From an optimization exercise on the open Yosys and OpenROAD flow, aimed at small area, a short achievable clock period and few clock cycles; shortcuts taken in it are not production practice. Where RTL was checked, it was by simulation tests only, not by an equivalence proof against the original. Power and IR drop assume default switching activity.

== south ==
## sdseq
module sdseq (
    input             clk,
    input             rst,           
    input             op_valid,
    output            op_ready,
    input      [7:0]  op_code,
    input      [63:0] op_arg,
    output reg        rsp_valid,
    output reg [3:0]  rsp_err,
    output     [63:0] rsp_data,
    output reg        cmd_valid,
    output     [24:0] cmd_word,
    input             eng_done,
    output     [14:0] sdcr1,
    output     [14:0] sdcr2,
    output     [27:0] sdtr1,
    output     [27:0] sdtr2,
    output     [24:5] sdcmr,
    output     [13:1] sdrtr,
    output reg        busy,            
    output reg        clk_gate,
    output reg        handle_valid,
    output reg        handle_bank,
    output reg [2:0]  phase1,
    output reg [2:0]  phase2,
    output reg [1:0]  delay_ok,
    output reg        refresh_programmed,
    output     [1:0]  ready
);
make LEC_CHECK=0 CAP_MARGIN=20 CORE_MARGIN=2 CORE_UTILIZATION=40 SETUP_SLACK_MARGIN=5 SLEW_MARGIN=20 finish   # period 10.0 ns
run.sh (not shown) runs the stock make flow with config.mk's settings and CLKGATE_MAP_FILE= SYNTH_SCRIPT=/design/flow/synth_recipe.tcl, a recipe that flattens the netlist after the stock synthesis.
Testbench counts of south, summed over its fixed seeds: cycles 14,399.
What north does differently from south at the input level:
--- a/flow/design.v
+++ b/flow/design.v
@@ -153,30 +153,52 @@
             msb_pos[3] = |v16[15:8];
             v8         = msb_pos[3] ? v16[15:8] : v16[7:0];
             msb_pos[2] = |v8[7:4];
             v4         = msb_pos[2] ? v8[7:4] : v8[3:0];
             msb_pos[1] = |v4[3:2];
             v2         = msb_pos[1] ? v4[3:2] : v4[1:0];
             msb_pos[0] = v2[1];
         end
     endfunction
-    wire [4:0]  msb_num   = msb_pos(arg[63:32]);
-    wire [4:0]  msb_den   = msb_pos(arg[31:0]);
+    reg  [4:0]  msb_num;
+    reg  [4:0]  msb_den;
     wire        quo_zero  = msb_den > msb_num;      
     wire [4:0]  align     = msb_num - msb_den;
-    wire [33:0] div_da    = {2'b0, div_rem} - {2'b0, div_den};                        
-    wire [33:0] div_db    = {2'b0, div_rem} - {3'b0, div_den[31:1]};                  
-    wire [33:0] div_dc    = {2'b0, div_rem} - {2'b0, div_den} - {3'b0, div_den[31:1]};  
+    function [33:0] add34;
+        input [33:0] a;
+        input [33:0] b;
+        input        cin;
+        reg   [33:0] p, g, p0;
+        integer l, j;
+        begin
+            p0 = a ^ b;
+            p  = p0;
+            g  = a & b;
+            g[0] = g[0] | (p[0] & cin);
+            for (l = 0; l < 6; l = l + 1)
+                for (j = (2 << l) - 1; j < 34; j = j + (2 << l)) begin
+                    g[j] = g[j] | (p[j] & g[j - (1 << l)]);
+                    p[j] = p[j] & p[j - (1 << l)];
+                end
+            for (l = 4; l >= 0; l = l - 1)
+                for (j = 3 * (1 << l) - 1; j < 34; j = j + (2 << l)) begin
+                    g[j] = g[j] | (p[j] & g[j - (1 << l)]);
+                    p[j] = p[j] & p[j - (1 << l)];
+                end
+            add34 = p0 ^ {g[32:0], cin};
+        end
+    endfunction
+    wire [33:0] div_da    = add34({2'b0, div_rem}, ~{2'b0, div_den}, 1'b1);          
     wire        div_ge    = !div_da[33];
-    wire        div_ge2   = div_ge ? !div_dc[33] : !div_db[33];
     wire [31:0] div_r1    = div_ge ? div_da[31:0] : div_rem;
-    wire [31:0] div_r2    = div_ge ? (div_ge2 ? div_dc[31:0] : div_da[31:0])
-                                   : (div_ge2 ? div_db[31:0] : div_rem);
+    wire [33:0] div_db    = add34({2'b0, div_r1}, ~{3'b0, div_den[31:1]}, 1'b1);     
+    wire        div_ge2   = !div_db[33];
+    wire [31:0] div_r2    = div_ge2 ? div_db[31:0] : div_r1;
     always @(posedge clk) begin
         if (rst) begin
             rsp_valid <= 1'b0;
             rsp_view  <= 1'b0;
             cmd_valid <= 1'b0;
             cr1       <= 15'h02D0;
             cr2       <= 15'h02D0;
             tr1       <= 28'hFFFFFFF;
             tr2       <= 28'hFFFFFFF;
@@ -304,43 +326,47 @@
                 end
                 OP_MEMORY_VIEW: begin
                     if (!handle_valid)
                         rsp_err <= E_NOHND;
                     else if (arg[31:0] == 32'd0)
                         rsp_err <= E_ESZERO;
                     else begin
                         div_rem   <= arg[63:32];
                         div_den   <= arg[31:0];
-                        div_cnt   <= align;
-                        if (quo_zero) begin
-                            rsp_view  <= 1'b1;
-                        end else begin
-                            rsp_valid <= 1'b0;
-                            div_run   <= 1'b1;
-                            div_setup <= 1'b1;
-                        end
+                        msb_num   <= msb_pos(arg[63:32]);
+                        msb_den   <= msb_pos(arg[31:0]);
+                        rsp_valid <= 1'b0;
+                        div_run   <= 1'b1;
+                        div_setup <= 1'b1;
                     end
                 end
                 default: rsp_err <= E_REFUSE;
                 endcase
             end
             if (busy && eng_done) begin
                 busy      <= 1'b0;
                 rsp_valid <= 1'b1;
                 rsp_err   <= E_OK;
                 rsp_lo    <= 32'd0;
                 rsp_view  <= 1'b0;
             end
             if (div_run) begin
                 if (div_setup) begin
                     div_setup <= 1'b0;
                     rsp_lo    <= 32'd0;
-                    div_den   <= div_den << div_cnt;
+                    div_den   <= div_den << align;
+                    div_cnt   <= align;
+                    if (quo_zero) begin
+                        div_run   <= 1'b0;
+                        rsp_valid <= 1'b1;
+                        rsp_err   <= E_OK;
+                        rsp_view  <= 1'b1;
+                    end
                 end else begin
                     div_den <= div_den >> 2;
                     div_cnt <= div_cnt - 5'd2;
                     if (div_cnt == 5'd0) begin
                         div_rem <= div_r1;
                         rsp_lo  <= {rsp_lo[30:0], div_ge};
                     end else begin
                         div_rem <= div_r2;
                         rsp_lo  <= {rsp_lo[29:0], div_ge, div_ge2};
==> notes.md <==
- Taking south over north, the die area ratio works out to 1.10.
- From south to north the numbers moved as follows: placed cell count lost about 16%, final non-filler cell total lost about 16%.
- Compared north against south; clock power within noise.
- Side by side, hold slack turned out lower in north than in south.
- | area after synthesis | lower: north |
- north vs. south: headroom to the max-slew limit has decreased, fraction of met1 tracks used by global routing has decreased, clock period minus worst slack has increased, count of cell instances traversed by the critical path has increased.
- Worst path setup slack after routing (north over south): decrease, 0.50 ns
- Cell area | north vs south | north smaller
The RTL of north was laid out without a check of its function.

* * *

== rev 12 ==
The RTL this note starts from:
==> flow/design.v <==
module sdseq (
    input             clk,
    input             rst,           
    input             op_valid,
    output            op_ready,
    input      [7:0]  op_code,
    input      [63:0] op_arg,
    output reg        rsp_valid,
    output reg [3:0]  rsp_err,
    output     [63:0] rsp_data,
    output reg        cmd_valid,
    output     [24:0] cmd_word,
    input             eng_done,
    output     [14:0] sdcr1,
    output     [14:0] sdcr2,
    output     [27:0] sdtr1,
    output     [27:0] sdtr2,
    output     [24:5] sdcmr,
    output     [13:1] sdrtr,
    output reg        busy,            
    output reg        clk_gate,
    output reg        handle_valid,
    output reg        handle_bank,
    output reg [2:0]  phase1,
    output reg [2:0]  phase2,
    output reg [1:0]  delay_ok,
    output reg        refresh_programmed,
    output     [1:0]  ready
);
    localparam OP_MAKE_CONFIG   = 8'h10;
    localparam OP_CONFIGURE     = 8'h11;
    localparam OP_SEND_COMMAND  = 8'h20;
    localparam OP_SET_WP        = 8'h21;
    localparam OP_SET_NRFS      = 8'h22;
    localparam OP_SET_REFRESH   = 8'h23;
    localparam OP_WP            = 8'h24;
    localparam OP_BANK          = 8'h25;
    localparam OP_DELAY         = 8'h26;
    localparam OP_MEMORY_VIEW   = 8'h30;
    localparam E_OK     = 4'd0;
    localparam E_TZERO  = 4'd5;
    localparam E_RANGE  = 4'd6;
    localparam E_UNAVL  = 4'd7;
    localparam E_NOHND  = 4'd8;
    localparam E_ESZERO = 4'd9;
    localparam E_REFUSE = 4'd15;
    localparam PH_POWERUP   = 3'd0;
    localparam PH_CLKEN     = 3'd1;
    localparam PH_PRECHG    = 3'd2;
    localparam PH_REFRESHED = 3'd3;
    localparam PH_MODELOAD  = 3'd4;
    localparam PH_VIOLATED  = 3'd5;
    localparam M_CLKEN = 3'd1;
    localparam M_PALL  = 3'd2;
    localparam M_AREF  = 3'd3;
    localparam M_LMR   = 3'd4;
    reg [14:0] cr1, cr2;
    reg [27:0] tr1, tr2;
    reg [3:0]  cmr_nrfs;
    reg [15:0] cmr_mrd;
    reg [12:0] rtr_count;
    reg [4:0]  cmd_lo;           
    reg [31:0] rsp_lo;
    reg        rsp_view;         
    reg        div_run;          
    reg        div_setup;        
    reg [31:0] div_rem;          
    reg [31:0] div_den;          
    reg [4:0]  div_cnt;          
    assign op_ready = !busy && !div_run;
    wire   accept   = op_valid && op_ready;
    assign sdcr1 = cr1;
    assign sdcr2 = cr2;
    assign sdtr1 = tr1;
    assign sdtr2 = tr2;
    assign sdcmr = {cmr_mrd, cmr_nrfs};
    assign sdrtr = rtr_count;
    assign cmd_word = {cmr_mrd, cmr_nrfs, cmd_lo};
    assign rsp_data = {rsp_view, rsp_view & handle_bank, rsp_view & ~handle_bank,
                       rsp_view & handle_bank, 28'd0, rsp_lo};
    assign ready[0] = handle_valid && !handle_bank && phase1 == PH_MODELOAD && refresh_programmed;
    assign ready[1] = handle_valid &&  handle_bank && phase2 == PH_MODELOAD && refresh_programmed;
    wire [63:0] arg = op_arg;
    wire [4:0] t_mrd = arg[4:0];
    wire [4:0] t_xsr = arg[9:5];
    wire [4:0] t_ras = arg[14:10];
    wire [4:0] t_rc  = arg[19:15];
    wire [4:0] t_wr  = arg[24:20];
    wire [4:0] t_rp  = arg[29:25];
    wire [4:0] t_rcd = arg[34:30];
    wire [2:0] c_cas = arg[37:35];
    wire [3:0] c_col = arg[41:38];
    wire [3:0] c_row = arg[45:42];
    wire [1:0] c_div = arg[47:46];
    wire [1:0] c_pipe = arg[49:48];
    wire       c_wp  = arg[50];
    wire       c_rburst = arg[51];
    wire [1:0] c_dw  = arg[53:52];
    wire       c_ba  = arg[54];
    wire       c_bank = arg[55];
    wire cfg_zero = (t_mrd == 5'd0) || (t_xsr == 5'd0) || (t_ras == 5'd0) || (t_rc == 5'd0) ||
                    (t_wr == 5'd0) || (t_rp == 5'd0) || (t_rcd == 5'd0);
    wire cfg_range = (t_mrd > 5'd16) || (t_xsr > 5'd16) || (t_ras > 5'd16) || (t_rc > 5'd16) ||
                     (t_wr > 5'd16) || (t_rp > 5'd16) || (t_rcd > 5'd16) ||
                     (c_cas < 3'd1) || (c_cas > 3'd3) ||
                     (c_col < 4'd8) || (c_col > 4'd11) ||
                     (c_row < 4'd11) || (c_row > 4'd13) ||
                     (c_div < 2'd2) ||
                     (c_pipe > 2'd2) ||
                     (c_dw == 2'd3);
    wire [3:0] cfg_err = cfg_zero ? E_TZERO : cfg_range ? E_RANGE : E_OK;
    wire [1:0] f_nc   = c_col[1:0];             
    wire [1:0] f_nr   = c_row[1:0] - 2'd3;      
    wire [3:0] f_tmrd = t_mrd - 5'd1;
    wire [3:0] f_txsr = t_xsr - 5'd1;
    wire [3:0] f_tras = t_ras - 5'd1;
    wire [3:0] f_trc  = t_rc  - 5'd1;
    wire [3:0] f_twr  = t_wr  - 5'd1;
    wire [3:0] f_trp  = t_rp  - 5'd1;
    wire [3:0] f_trcd = t_rcd - 5'd1;
    wire [9:0] cr_bank   = {c_wp, c_cas[1:0], c_ba, c_dw, f_nr, f_nc};
    wire [4:0] cr_shared = {c_pipe, c_rburst, c_div};
    wire [2:0]  k_mode = arg[2:0];
    wire        k_ctb2 = arg[3];
    wire        k_ctb1 = arg[4];
    wire        k_valid = (k_mode >= M_CLKEN) && (k_mode <= M_LMR);
    function [2:0] next_phase;
        input [2:0] ph;
        input       dok;
        input [2:0] mode;
        begin
            next_phase = PH_VIOLATED;
            case (mode)
                M_CLKEN: if (ph == PH_POWERUP)          next_phase = PH_CLKEN;
                M_PALL:  if (ph == PH_CLKEN && dok)     next_phase = PH_PRECHG;
                M_AREF:  if (ph == PH_PRECHG)           next_phase = PH_REFRESHED;
                M_LMR:   if (ph == PH_REFRESHED)        next_phase = PH_MODELOAD;
                default: next_phase = PH_VIOLATED;
            endcase
        end
    endfunction
    wire [2:0] ph1_next = next_phase(phase1, delay_ok[0], k_mode);
    wire [2:0] ph2_next = next_phase(phase2, delay_ok[1], k_mode);
    function [4:0] msb_pos;
        input [31:0] v;
        integer i;
        begin
            msb_pos = 5'd0;
            for (i = 0; i < 32; i = i + 1)
                if (v[i]) msb_pos = i[4:0];
        end
    endfunction
    wire [4:0]  msb_rem   = msb_pos(div_rem);
    wire [4:0]  msb_den   = msb_pos(div_den);
    wire        quo_zero  = msb_den > msb_rem;      
    wire [4:0]  align     = msb_rem - msb_den;
    wire [32:0] div_diff  = {1'b0, div_rem} - {1'b0, div_den};
    wire        div_ge    = !div_diff[32];
    wire [31:0] div_r1    = div_ge ? div_diff[31:0] : div_rem;
    wire [32:0] div_diff2 = {1'b0, div_r1} - {2'b0, div_den[31:1]};
    wire        div_ge2   = !div_diff2[32];
    wire [31:0] div_r2    = div_ge2 ? div_diff2[31:0] : div_r1;
    always @(posedge clk) begin
        if (rst) begin
            rsp_valid <= 1'b0;
            rsp_view  <= 1'b0;
            cmd_valid <= 1'b0;
            cr1       <= 15'h02D0;
            cr2       <= 15'h02D0;
            tr1       <= 28'hFFFFFFF;
            tr2       <= 28'hFFFFFFF;
            cmr_nrfs  <= 4'd0;
            cmr_mrd   <= 16'd0;
            rtr_count <= 13'd0;
            busy      <= 1'b0;
            clk_gate  <= 1'b0;
            handle_valid <= 1'b0;
            handle_bank  <= 1'b0;
            phase1    <= PH_POWERUP;
            phase2    <= PH_POWERUP;
            delay_ok  <= 2'b00;
            refresh_programmed <= 1'b0;
            div_run   <= 1'b0;
            div_setup <= 1'b0;
        end else begin
            rsp_valid <= 1'b0;
            cmd_valid <= 1'b0;
            if (accept) begin
                rsp_valid <= 1'b1;
                rsp_err   <= E_OK;
                rsp_lo    <= 32'd0;
                rsp_view  <= 1'b0;
                case (op_code)
                OP_MAKE_CONFIG: begin
                    rsp_err <= cfg_err;
                end
                OP_CONFIGURE: begin
                    if (handle_valid)
                        rsp_err <= E_UNAVL;
                    else if (cfg_err != E_OK)
                        rsp_err <= cfg_err;
                    else begin
                        clk_gate     <= 1'b1;
                        handle_valid <= 1'b1;
                        handle_bank  <= c_bank;
                        cr1[14:10]   <= cr_shared;
                        tr1[15:12]   <= f_trc;
                        tr1[23:20]   <= f_trp;
                        if (!c_bank) begin
                            cr1[9:0]   <= cr_bank;
                            tr1[3:0]   <= f_tmrd;
                            tr1[7:4]   <= f_txsr;
                            tr1[11:8]  <= f_tras;
                            tr1[19:16] <= f_twr;
                            tr1[27:24] <= f_trcd;
                        end else begin
                            cr2[9:0]   <= cr_bank;
                            tr2[3:0]   <= f_tmrd;
                            tr2[7:4]   <= f_txsr;
                            tr2[11:8]  <= f_tras;
                            tr2[19:16] <= f_twr;
                            tr2[27:24] <= f_trcd;
                        end
                    end
                end
                OP_SEND_COMMAND: begin
                    if (!handle_valid)
                        rsp_err <= E_NOHND;
                    else if (!k_valid)
                        rsp_err <= E_REFUSE;
                    else begin
                        rsp_valid <= 1'b0;
                        cmr_nrfs  <= arg[8:5];
                        cmr_mrd   <= arg[24:9];
                        cmd_lo    <= arg[4:0];
                        cmd_valid <= 1'b1;
                        busy      <= 1'b1;
                        if (k_ctb1) begin
                            phase1 <= ph1_next;
                            if (k_mode == M_CLKEN && phase1 == PH_POWERUP)
                                delay_ok[0] <= 1'b0;
                        end
                        if (k_ctb2) begin
                            phase2 <= ph2_next;
                            if (k_mode == M_CLKEN && phase2 == PH_POWERUP)
                                delay_ok[1] <= 1'b0;
                        end
                    end
                end
                OP_SET_WP: begin
                    if (!handle_valid)
                        rsp_err <= E_NOHND;
                    else if (!handle_bank)
                        cr1[9] <= arg[0];
                    else
                        cr2[9] <= arg[0];
                end
                OP_SET_NRFS: begin
                    if (!handle_valid)
                        rsp_err <= E_NOHND;
                    else if (arg[7:0] > 8'd15)
                        rsp_err <= E_RANGE;
                    else
                        cmr_nrfs <= arg[3:0];
                end
                OP_SET_REFRESH: begin
                    if (!handle_valid)
                        rsp_err <= E_NOHND;
                    else if (arg[15:0] > 16'd8191)
                        rsp_err <= E_RANGE;
                    else begin
                        rtr_count <= arg[12:0];
                        refresh_programmed <= 1'b1;
                    end
                end
                OP_WP: begin
                    if (!handle_valid)
                        rsp_err <= E_NOHND;
                    else
                        rsp_lo <= {31'd0, handle_bank ? cr2[9] : cr1[9]};
                end
                OP_BANK: begin
                    if (!handle_valid)
                        rsp_err <= E_NOHND;
                    else
                        rsp_lo <= {31'd0, handle_bank};
                end
                OP_DELAY: begin
                    if (arg[31:0] != 32'd0) begin
                        if (phase1 == PH_CLKEN) delay_ok[0] <= 1'b1;
                        if (phase2 == PH_CLKEN) delay_ok[1] <= 1'b1;
                    end
                end
                OP_MEMORY_VIEW: begin
                    if (!handle_valid)
                        rsp_err <= E_NOHND;
                    else if (arg[31:0] == 32'd0)
                        rsp_err <= E_ESZERO;
                    else begin
                        rsp_valid <= 1'b0;
                        div_run   <= 1'b1;
                        div_setup <= 1'b1;
                        div_rem   <= arg[63:32];
                        div_den   <= arg[31:0];
                    end
                end
                default: rsp_err <= E_REFUSE;
                endcase
            end
            if (busy && eng_done) begin
                busy      <= 1'b0;
                rsp_valid <= 1'b1;
                rsp_err   <= E_OK;
                rsp_lo    <= 32'd0;
                rsp_view  <= 1'b0;
            end
            if (div_run) begin
                if (div_setup) begin
                    div_setup <= 1'b0;
                    rsp_lo    <= 32'd0;
                    div_den   <= div_den << align;
                    div_cnt   <= align;
                    if (quo_zero) begin
                        div_run   <= 1'b0;
                        rsp_valid <= 1'b1;
                        rsp_err   <= E_OK;
                        rsp_view  <= 1'b1;
                    end
                end else begin
                    div_den <= div_den >> 2;
                    div_cnt <= div_cnt - 5'd2;
                    if (div_cnt == 5'd0) begin
                        div_rem <= div_r1;
                        rsp_lo  <= {rsp_lo[30:0], div_ge};
                    end else begin
                        div_rem <= div_r2;
                        rsp_lo  <= {rsp_lo[29:0], div_ge, div_ge2};
                    end
                    if (div_cnt <= 5'd1) begin
                        div_run   <= 1'b0;
                        rsp_valid <= 1'b1;
                        rsp_err   <= E_OK;
                        rsp_view  <= 1'b1;
                    end
                end
            end
        end
    end
endmodule
Settings: LEC_CHECK=0, CAP_MARGIN=20, CORE_MARGIN=2, CORE_UTILIZATION=40, SLEW_MARGIN=20; clock period 10.0 ns.
Testbench counts of rev 12, summed over its fixed seeds: cycles 14,549.
Modified inputs, rev 13 compared to rev 12
diff --git a/flow/design.v b/flow/design.v
--- a/flow/design.v
+++ b/flow/design.v
@@ -155,12 +155,8 @@
     wire        quo_zero  = msb_den > msb_rem;      
     wire [4:0]  align     = msb_rem - msb_den;
     wire [32:0] div_diff  = {1'b0, div_rem} - {1'b0, div_den};
     wire        div_ge    = !div_diff[32];
-    wire [31:0] div_r1    = div_ge ? div_diff[31:0] : div_rem;
-    wire [32:0] div_diff2 = {1'b0, div_r1} - {2'b0, div_den[31:1]};
-    wire        div_ge2   = !div_diff2[32];
-    wire [31:0] div_r2    = div_ge2 ? div_diff2[31:0] : div_r1;
     always @(posedge clk) begin
         if (rst) begin
             rsp_valid <= 1'b0;
             rsp_view  <= 1'b0;
@@ -326,18 +322,13 @@
                         rsp_err   <= E_OK;
                         rsp_view  <= 1'b1;
                     end
                 end else begin
-                    div_den <= div_den >> 2;
-                    div_cnt <= div_cnt - 5'd2;
+                    div_rem <= div_ge ? div_diff[31:0] : div_rem;
+                    div_den <= div_den >> 1;
+                    rsp_lo  <= {rsp_lo[30:0], div_ge};
+                    div_cnt <= div_cnt - 5'd1;
                     if (div_cnt == 5'd0) begin
-                        div_rem <= div_r1;
-                        rsp_lo  <= {rsp_lo[30:0], div_ge};
-                    end else begin
-                        div_rem <= div_r2;
-                        rsp_lo  <= {rsp_lo[29:0], div_ge, div_ge2};
-                    end
-                    if (div_cnt <= 5'd1) begin
                         div_run   <= 1'b0;
                         rsp_valid <= 1'b1;
                         rsp_err   <= E_OK;
                         rsp_view  <= 1'b1;
Notes after the runs:
- Looking at critical path depth, rev 13 sits 6 lower than rev 12 does.
- Data required time of the worst path down 0.11 ns in rev 13 wrt rev 12
- Rev 13 does better than rev 12 on register-to-register slack.
- Compared with rev 12, in rev 13 clock buffer and inverter area fraction after layout has increased, met2 wire length has decreased.
- Min layout buffering overhead excluding clock cells across rev 12 and rev 13: rev 12
- Diff rev 12 -> rev 13: final critical path time including I/O delays and setup went down 1.63 ns, first-pass GRT wire length went down 16%, met3 routing resource usage after global routing went down 2.1 points, multi-input gate share of the layout cell area went down 5.1 points.
- Of the two candidates, rev 12 has the worse final area and rev 13 the better one.
- Rev 12 leaves less setup margin than rev 13.
Testbench counts of rev 13, summed over its fixed seeds: cycles 22,935.

[static timing again, ports no longer ideal]
The flow's constraints put no driver on any port. The routed layouts listed below were extracted and timed again, unchanged, in two steps.
Step 1: set_driving_cell puts a clkbuf_16 on clk and a buf_2 on each other input, an assumption about the parent block.
Step 2, shift: input delay + t, output delay - t, t = (earliest + latest rising clock arrival at the registers) / 2. This alone moves slack from input paths to output paths.
Slacks: ideal ports / drivers / drivers and shift; pairs: ideal ports / drivers.
| run | t, ns | setup slack, ns | worst setup path at the end | worst register clock-pin slew, ns | pins driven straight from the clock port |
|---|---|---|---|---|---|
| south | 0.648 | 4.702 / 4.702 / 4.207 | input to register | 0.07 / 0.07 | 1 |
| north | 0.638 | 4.201 / 4.201 / 4.201 | register to register | 0.07 / 0.07 | 1 |
| rev 12 | 0.639 | 2.782 / 2.782 / 2.782 | register to register | 0.07 / 0.07 | 1 |
| rev 13 | 0.597 | 4.413 / 4.413 / 4.090 | input to register | 0.06 / 0.06 | 1 |
After both steps setup and hold are still met in every run listed. For south, which loses most, drivers alone change the setup slack by 0.000 ns; drivers and shift together by -0.495 ns.
